This design comes from an exercise in tuning for small area on the open sky130 flow, not from production work. The RTL was checked by simulation tests, not by an equivalence proof against the original design.

==> inputs of trial 70 <==
## modbus_led
module modbus_led (
    input  wire        clk,
    input  wire        rst,
    input  wire        rx_valid,
    input  wire [7:0]  rx_data,
    output wire        rx_ready,
    output wire        tx_valid,
    output wire [7:0]  tx_data,
    input  wire        tx_ready,
    output wire        log_valid,
    output wire [15:0] log_min,
    output wire [15:0] log_sec,
    input  wire        scan_tick,
    output wire        panel_oe,
    output wire [1:0]  panel_addr,
    output wire        panel_data,
    output wire        panel_clk,
    output wire        panel_lat
);
==> flow/config.mk <==
export PLATFORM = sky130hd
export DESIGN_NAME = modbus_led
export DESIGN_NICKNAME = modbus_led
export VERILOG_FILES = /design/flow/design.v
export SDC_FILE = /design/flow/constraint.sdc
export NUM_CORES = 4
export LEC_CHECK = 0
export ABC_AREA = 1
export CAP_MARGIN = 20
export CORE_MARGIN = 2
export CORE_UTILIZATION = 40
export CTS_BUF_LIST = sky130_fd_sc_hd__clkbuf_16
export CTS_CLUSTER_DIAMETER = 100
export CTS_CLUSTER_SIZE = 30
export GPL_TIMING_DRIVEN = 0
export SLEW_MARGIN = 20
==> flow/constraint.sdc <==
create_clock -name core_clock -period 10.0 [get_ports {clk}]
set_input_delay 2.0000 -clock core_clock [delete_from_list [all_inputs] [get_ports {clk}]]
set_output_delay 2.0000 -clock core_clock [all_outputs]
set_load 0.01 [all_outputs]
standard.sh (not shown) runs the stock make flow with config.mk's settings and CLKGATE_MAP_FILE= SYNTH_SCRIPT=/design/flow/synth_recipe.tcl, a recipe that flattens the netlist after the stock synthesis.
==> flow/flow/run.sh <==
#!/bin/bash
# Own layout flow: the standard ORFS flow (standard.sh), with three changes
# to how the layout is made:
#  - synthesis maps logic with an area-only ABC script (flow/abc_area.script),
#  - the port buffers use the smallest buffer cell,
#  - clock tree synthesis does not add dummy loads.
# Each tool's full output is in the ORFS logs under orfs/logs/; this script's
# own output goes to run_standard.log.
set -euo pipefail
W=$PWD
rm -rf "$W/scripts_own"
cp -r "$FLOW_HOME/scripts" "$W/scripts_own"
cp "$W/flow/abc_area.script" "$W/scripts_own/abc_area.script"
export SCRIPTS_DIR="$W/scripts_own"
export BUFFER_PORTS_ARGS="-buffer_cell sky130_fd_sc_hd__buf_1"
export CTS_ARGS="-sink_clustering_enable -repair_clock_nets -sink_clustering_size 30 -sink_clustering_max_diameter 100 -buf_list sky130_fd_sc_hd__clkbuf_16 -dont_use_dummy_load"
bash "$W/standard.sh" > "$W/run_standard.log" 2>&1
==> flow/flow/abc_area.script <==
&get -n
&st
&dch
&nf -a
&put
topo
==> trial 73 (differences from trial 70) <==
--- a/flow/design.v
+++ b/flow/design.v
@@ -33,31 +33,29 @@
     wire [7:0]  base = clr ? rv : ring[7:0];    
     wire        we;
     wire [7:0]  din  = we ? rx_data : base;
     assign ring_pos = pos;
     reg [1:0]  st;
     reg [3:0]  idx;             
     reg [7:0]  rem;             
-    reg        bad;             
     reg [31:0] ch;              
     reg        a_big;           
     reg [4:0]  a;
     reg        q_big;           
     reg [6:0]  q;
     reg        bc_ok;           
     reg [6:0]  j;               
     reg        chg;             
     reg        cap;             
     reg        cgo;             
     wire [7:0] fc   = ch[31:24];
     wire       fc03 = (fc == 8'h03);
     wire       fc06 = (fc == 8'h06);
     wire       fc10 = (fc == 8'h10);
-    wire [5:0] aq      = {1'b0, a} + {1'b0, j[6:1]};
-    wire       at_slot = (pos == {aq[4:0], j[0]});
+    wire       at_slot = (pos == j[5:0]);
     wire [7:0] sum_aq  = {3'b0, a} + {1'b0, q};
     wire       q_zero  = ~q_big & (q == 7'd0);
     wire       rng_bad = a_big | q_big | (sum_aq > 8'd32);
     wire       e03_rd  = fc03 & (q_zero | q_big | (q > 7'd125));
     wire       e02_rd  = fc03 & ~e03_rd & rng_bad;
     wire       e02_ws  = fc06 & a_big;
     wire       e03_wm  = fc10 & (q_zero | q_big | (q > 7'd123) | ~bc_ok);
@@ -65,29 +63,29 @@
     wire       e01     = ~(fc03 | fc06 | fc10);
     wire       e02     = e02_rd | e02_ws | e02_wm;
     wire       exc     = e01 | e02 | e03_rd | e03_wm;
     wire       ok03    = fc03 & ~exc;
     wire       ok06    = fc06 & ~exc;
     wire       last_rx = (idx >= 4'd6) && (rem == 8'd1);
     wire       wr_byte = (fc06 & ~a_big & ((idx == 4'd10 & ~last_rx) | idx == 4'd11)) |
-                         (fc10 & ~exc & (idx == 4'd13) & (j != {q[5:0], 1'b0}));
+                         (fc10 & ~exc & (idx == 4'd13) & (j != {sum_aq[5:0], 1'b0}));
     assign rx_ready = (st == S_RX) & ~cap & (~wr_byte | at_slot);
     wire   rx_fire  = rx_valid & rx_ready;
     assign we       = rx_fire & wr_byte;
     assign note_valid = cap & ~cgo & ~scan_busy & (pos == 6'd0);
     assign conv      = note_valid | cgo;
     assign conv_step = pos[3:0];
     assign conv_mbit = {ring[448], ring[457], ring[466], ring[475], ring[484],
                         ring[493], ring[502], ring[511], ring[504], ring[1]};
     assign conv_sbit = {ring[496], ring[505], ring[2], ring[11], ring[20], ring[29]};
     assign note_min   = {ring[7:0], ring[15:8]};
     assign note_sec   = {ring[23:16], ring[31:24]};
     wire       ring_ph = (ok03 & idx >= 4'd9) | (ok06 & idx >= 4'd10);
     wire       ring_nx = (ok03 & idx >= 4'd8) | (ok06 & idx >= 4'd9);
-    wire       last_tx = ring_ph ? (j == (ok03 ? {q[5:0], 1'b0} : 7'd2))
+    wire       last_tx = ring_ph ? (ok03 ? (j == {sum_aq[5:0], 1'b0}) : ~j[0])
                                  : (idx == (exc ? 4'd8 : 4'd11));
     wire       pace    = ~cap | (pos[4:0] == 5'd0);
     reg  [7:0] tbyte;
     always @(*) begin
         case (idx)
             4'd0: tbyte = ch[7:0];
             4'd1: tbyte = ch[15:8];
@@ -110,52 +108,52 @@
             cgo <= 1'b0;
             cap <= 1'b0;
         end
         case (st)
             S_RX: if (rx_fire) begin
                 if (idx != 4'd13) idx <= idx + 4'd1;
                 if (idx >= 4'd6) rem <= rem - 8'd1;
-                if (idx < 4'd10) j <= 7'd0;
                 if (idx == 4'd0 || idx == 4'd1 || idx == 4'd6 || idx == 4'd7)
                     ch <= {rx_data, ch[31:8]};
                 case (idx)
-                    4'd0: chg <= 1'b0;
-                    4'd2: bad <= (rx_data != 8'd0);
-                    4'd3, 4'd4: bad <= bad | (rx_data != 8'd0);
+                    4'd2: chg <= (rx_data != 8'd0);
+                    4'd3, 4'd4: chg <= chg | (rx_data != 8'd0);
                     4'd5: begin
-                        bad <= bad | (rx_data < 8'd2) | (rx_data > 8'd253);
+                        chg <= chg | (rx_data < 8'd2) | (rx_data > 8'd253);
                         rem <= rx_data;
                     end
+                    4'd6: chg <= 1'b0;
                     4'd8: a_big <= (rx_data != 8'd0);
                     4'd9: begin
                         a_big <= a_big | (rx_data[7:5] != 3'd0);
                         a     <= rx_data[4:0];
+                        j     <= {1'b0, rx_data[4:0], 1'b0};
                     end
                     4'd10: q_big <= (rx_data != 8'd0);
                     4'd11: begin
                         q_big <= q_big | rx_data[7];
                         q     <= rx_data[6:0];
                     end
                     4'd12: bc_ok <= (rx_data == {q, 1'b0}) & (rem > rx_data);
                     default: ;
                 endcase
                 if (we) begin
                     j <= j + 7'd1;
                     if (pos[5:2] == 4'd0 && rx_data != base) chg <= 1'b1;
                 end
-                if (idx == 4'd6 && bad) begin
+                if (idx == 4'd6 && chg) begin
                     idx <= 4'd0;
                 end else if (last_rx) begin
                     idx <= idx;
                     st  <= S_EXEC;
                 end
             end
             S_EXEC: begin
                 idx <= 4'd0;
-                j   <= 7'd0;
+                j   <= {1'b0, a, 1'b0};
                 if (((fc03 | fc06) & idx <= 4'd10) | (fc10 & idx <= 4'd11)) begin
                     st <= S_RX;
                 end else begin
                     st  <= S_TX;
                     cap <= chg;
                 end
             end
==> flow/flow/run.sh (replaced) <==
#!/bin/bash
# Own layout flow: the standard ORFS flow (standard.sh) with these changes
# to how the layout is made:
#  - synthesis leaves adders to ABC instead of mapping them to adder cells,
#    maps logic with an area-only ABC script (flow/abc_area.script), and
#    inserts no extra buffers on nets that also drive output ports,
#  - the port buffers use the smallest buffer cell,
#  - clock tree synthesis clusters up to 12 sinks per clkbuf_4 and adds no
#    dummy loads.
# Every tool's full output is in ORFS's logs under orfs/logs/; this script's
# output (make and the DEF export) is in run_standard.log.
set -euo pipefail
W=$PWD
rm -rf "$W/scripts_own"
cp -r "$FLOW_HOME/scripts" "$W/scripts_own"
cp "$W/flow/abc_area.script" "$W/scripts_own/abc_area.script"
export SCRIPTS_DIR="$W/scripts_own"
export ADDER_MAP_FILE=
export SYNTH_INSBUF=0
export BUFFER_PORTS_ARGS="-buffer_cell sky130_fd_sc_hd__buf_1"
export CTS_ARGS="-sink_clustering_enable -repair_clock_nets -sink_clustering_size 12 -sink_clustering_max_diameter 40 -buf_list sky130_fd_sc_hd__clkbuf_4 -dont_use_dummy_load"
bash "$W/standard.sh" > "$W/run_standard.log" 2>&1
==> flow/flow/abc_area.script (replaced) <==
strash
balance
rewrite
refactor
balance
rewrite
rewrite -z
balance
refactor -z
rewrite -z
balance
&get -n
&st
&dch -f
&nf -a -R 1000
&st
&dch -f
&nf -a -R 1000
&put
topo
CORE_UTILIZATION = 60   (was 40)
CTS_BUF_LIST = unset   (was sky130_fd_sc_hd__clkbuf_16)
CTS_CLUSTER_DIAMETER = unset   (was 100)
CTS_CLUSTER_SIZE = unset   (was 30)
PLACE_DENSITY = 0.7   (was unset)
==> build 20 (differences from trial 70) <==
--- a/flow/design.v
+++ b/flow/design.v
@@ -33,31 +33,29 @@
     wire [7:0]  base = clr ? rv : ring[7:0];    
     wire        we;
     wire [7:0]  din  = we ? rx_data : base;
     assign ring_pos = pos;
     reg [1:0]  st;
     reg [3:0]  idx;             
     reg [7:0]  rem;             
-    reg        bad;             
     reg [31:0] ch;              
     reg        a_big;           
     reg [4:0]  a;
     reg        q_big;           
     reg [6:0]  q;
     reg        bc_ok;           
     reg [6:0]  j;               
     reg        chg;             
     reg        cap;             
     reg        cgo;             
     wire [7:0] fc   = ch[31:24];
     wire       fc03 = (fc == 8'h03);
     wire       fc06 = (fc == 8'h06);
     wire       fc10 = (fc == 8'h10);
-    wire [5:0] aq      = {1'b0, a} + {1'b0, j[6:1]};
-    wire       at_slot = (pos == {aq[4:0], j[0]});
+    wire       at_slot = (pos == j[5:0]);
     wire [7:0] sum_aq  = {3'b0, a} + {1'b0, q};
     wire       q_zero  = ~q_big & (q == 7'd0);
     wire       rng_bad = a_big | q_big | (sum_aq > 8'd32);
     wire       e03_rd  = fc03 & (q_zero | q_big | (q > 7'd125));
     wire       e02_rd  = fc03 & ~e03_rd & rng_bad;
     wire       e02_ws  = fc06 & a_big;
     wire       e03_wm  = fc10 & (q_zero | q_big | (q > 7'd123) | ~bc_ok);
@@ -65,29 +63,29 @@
     wire       e01     = ~(fc03 | fc06 | fc10);
     wire       e02     = e02_rd | e02_ws | e02_wm;
     wire       exc     = e01 | e02 | e03_rd | e03_wm;
     wire       ok03    = fc03 & ~exc;
     wire       ok06    = fc06 & ~exc;
     wire       last_rx = (idx >= 4'd6) && (rem == 8'd1);
     wire       wr_byte = (fc06 & ~a_big & ((idx == 4'd10 & ~last_rx) | idx == 4'd11)) |
-                         (fc10 & ~exc & (idx == 4'd13) & (j != {q[5:0], 1'b0}));
+                         (fc10 & ~exc & (idx == 4'd13) & (j != {sum_aq[5:0], 1'b0}));
     assign rx_ready = (st == S_RX) & ~cap & (~wr_byte | at_slot);
     wire   rx_fire  = rx_valid & rx_ready;
     assign we       = rx_fire & wr_byte;
     assign note_valid = cap & ~cgo & ~scan_busy & (pos == 6'd0);
     assign conv      = note_valid | cgo;
     assign conv_step = pos[3:0];
     assign conv_mbit = {ring[448], ring[457], ring[466], ring[475], ring[484],
                         ring[493], ring[502], ring[511], ring[504], ring[1]};
     assign conv_sbit = {ring[496], ring[505], ring[2], ring[11], ring[20], ring[29]};
     assign note_min   = {ring[7:0], ring[15:8]};
     assign note_sec   = {ring[23:16], ring[31:24]};
     wire       ring_ph = (ok03 & idx >= 4'd9) | (ok06 & idx >= 4'd10);
     wire       ring_nx = (ok03 & idx >= 4'd8) | (ok06 & idx >= 4'd9);
-    wire       last_tx = ring_ph ? (j == (ok03 ? {q[5:0], 1'b0} : 7'd2))
+    wire       last_tx = ring_ph ? (ok03 ? (j == {sum_aq[5:0], 1'b0}) : ~j[0])
                                  : (idx == (exc ? 4'd8 : 4'd11));
     wire       pace    = ~cap | (pos[4:0] == 5'd0);
     reg  [7:0] tbyte;
     always @(*) begin
         case (idx)
             4'd0: tbyte = ch[7:0];
             4'd1: tbyte = ch[15:8];
@@ -110,52 +108,52 @@
             cgo <= 1'b0;
             cap <= 1'b0;
         end
         case (st)
             S_RX: if (rx_fire) begin
                 if (idx != 4'd13) idx <= idx + 4'd1;
                 if (idx >= 4'd6) rem <= rem - 8'd1;
-                if (idx < 4'd10) j <= 7'd0;
                 if (idx == 4'd0 || idx == 4'd1 || idx == 4'd6 || idx == 4'd7)
                     ch <= {rx_data, ch[31:8]};
                 case (idx)
-                    4'd0: chg <= 1'b0;
-                    4'd2: bad <= (rx_data != 8'd0);
-                    4'd3, 4'd4: bad <= bad | (rx_data != 8'd0);
+                    4'd2: chg <= (rx_data != 8'd0);
+                    4'd3, 4'd4: chg <= chg | (rx_data != 8'd0);
                     4'd5: begin
-                        bad <= bad | (rx_data < 8'd2) | (rx_data > 8'd253);
+                        chg <= chg | (rx_data < 8'd2) | (rx_data > 8'd253);
                         rem <= rx_data;
                     end
+                    4'd6: chg <= 1'b0;
                     4'd8: a_big <= (rx_data != 8'd0);
                     4'd9: begin
                         a_big <= a_big | (rx_data[7:5] != 3'd0);
                         a     <= rx_data[4:0];
+                        j     <= {1'b0, rx_data[4:0], 1'b0};
                     end
                     4'd10: q_big <= (rx_data != 8'd0);
                     4'd11: begin
                         q_big <= q_big | rx_data[7];
                         q     <= rx_data[6:0];
                     end
                     4'd12: bc_ok <= (rx_data == {q, 1'b0}) & (rem > rx_data);
                     default: ;
                 endcase
                 if (we) begin
                     j <= j + 7'd1;
                     if (pos[5:2] == 4'd0 && rx_data != base) chg <= 1'b1;
                 end
-                if (idx == 4'd6 && bad) begin
+                if (idx == 4'd6 && chg) begin
                     idx <= 4'd0;
                 end else if (last_rx) begin
                     idx <= idx;
                     st  <= S_EXEC;
                 end
             end
             S_EXEC: begin
                 idx <= 4'd0;
-                j   <= 7'd0;
+                j   <= {1'b0, a, 1'b0};
                 if (((fc03 | fc06) & idx <= 4'd10) | (fc10 & idx <= 4'd11)) begin
                     st <= S_RX;
                 end else begin
                     st  <= S_TX;
                     cap <= chg;
                 end
             end
==> flow/flow/run.sh (replaced) <==
#!/bin/bash
# Own layout flow: the standard ORFS flow (standard.sh) with these changes
# to how the layout is made:
#  - synthesis leaves adders to ABC instead of mapping them to adder cells,
#    maps logic with an area-only ABC script (flow/abc_area.script), and
#    inserts no extra buffers on nets that also drive output ports,
#  - the port buffers use the smallest buffer cell,
#  - clock tree synthesis clusters up to 20 sinks per clkbuf_8 and adds no
#    dummy loads.
# Every tool's full output is in ORFS's logs under orfs/logs/; this script's
# output (make and the DEF export) is in run_standard.log.
set -euo pipefail
W=$PWD
rm -rf "$W/scripts_own"
cp -r "$FLOW_HOME/scripts" "$W/scripts_own"
cp "$W/flow/abc_area.script" "$W/scripts_own/abc_area.script"
export SCRIPTS_DIR="$W/scripts_own"
export ADDER_MAP_FILE=
export SYNTH_INSBUF=0
export BUFFER_PORTS_ARGS="-buffer_cell sky130_fd_sc_hd__buf_1"
export CTS_ARGS="-sink_clustering_enable -repair_clock_nets -sink_clustering_size 20 -sink_clustering_max_diameter 60 -buf_list sky130_fd_sc_hd__clkbuf_8 -dont_use_dummy_load"
bash "$W/standard.sh" > "$W/run_standard.log" 2>&1
==> flow/flow/abc_area.script (replaced) <==
strash
balance
rewrite
refactor
balance
rewrite
rewrite -z
balance
refactor -z
rewrite -z
balance
&get -n
&st
&dch -f
&nf -a -R 1000
&st
&dch -f
&nf -a -R 1000
&put
topo
CORE_UTILIZATION = 60   (was 40)
CTS_BUF_LIST = unset   (was sky130_fd_sc_hd__clkbuf_16)
CTS_CLUSTER_DIAMETER = unset   (was 100)
CTS_CLUSTER_SIZE = unset   (was 30)
PLACE_DENSITY = 0.7   (was unset)
==> impl_metrics.tcl <==
set metrics [dict create \
    seq_share 0.728 \
    area_growth_syn_to_layout_pct 7.48 \
    synthTopCellsByCount "536 x dfxtp_1, 90 x nor2_1, 84 x edfxtp_1" \
    grt_pass1_wl_um 46200 \
    nClkBuffers 67 \
    grt_use_met1 0.285 \
    outcome "timing/DRC/antenna clean" \
]
The numbers above come from trial 73.

==> impl_metrics.tcl <==
set metrics [dict create \
    outcome "timing/DRC/antenna clean" \
    area_growth_syn_to_layout_pct 7.74 \
    grt_use_met1 0.287 \
    drv_slew 0 \
    synthTopCellsByCount "536 x dfxtp_1, 90 x nor2_1, 84 x edfxtp_1" \
    synthDistinctLibCells 60 \
    grt_pass1_wl_um 45600 \
    ys.flop_type "dfxtp_1" \
    nClkBuffers 40 \
    root_buffer "clkbuf_8" \
    seq_share 0.726 \
]
The numbers above come from build 20.

==> impl_metrics.tcl <==
set metrics [dict create \
    outcome "timing/DRC/antenna clean" \
    seq_share 0.667 \
    grt_use_met1 0.201 \
    area_growth_syn_to_layout_pct 9.23 \
    endpoint "tx_data[7]" \
    nClkBuffers 26 \
    worstReg2RegEnd "u_proto.j[6]" \
    n_all_buffers 95 \
    fin_cells 2103 \
    grt_pass1_wl_um 52800 \
    synthTopCellsByCount "536 x dfxtp_1, 85 x edfxtp_1, 85 x nor2_1" \
]
The numbers above come from trial 70.

re-timing with driven ports:
No port has a modelled driver above. Below, the same layouts with a new extraction and two added sets of constraints. Step 1, drivers: a clkbuf_16 drives clk and a buf_2 each remaining input, both assumed. Step 2 times the ports against the registers' clock, not the clock port: input delays grow and output delays shrink by t, the midpoint of the rising clock arrivals with the driver on. a / b / c = ideal / step 1 / step 2; a / b = the first two.
| run | shift t [ns] | slack for setup (ns) | worst hold slack (ns) | worst setup path after step 2 |
|---|---|---|---|---|
| trial 70 | 0.601 | 3.106 / 3.056 / 3.657 | 0.272 / 0.272 / 0.272 | register to output |
| trial 73 | 0.685 | 3.063 / 3.020 / 3.705 | 0.281 / 0.281 / 0.281 | register to output |
| build 20 | 0.584 | 3.227 / 3.177 / 3.761 | 0.301 / 0.301 / 0.301 | register to output |
After both steps every run listed still meets setup and hold.
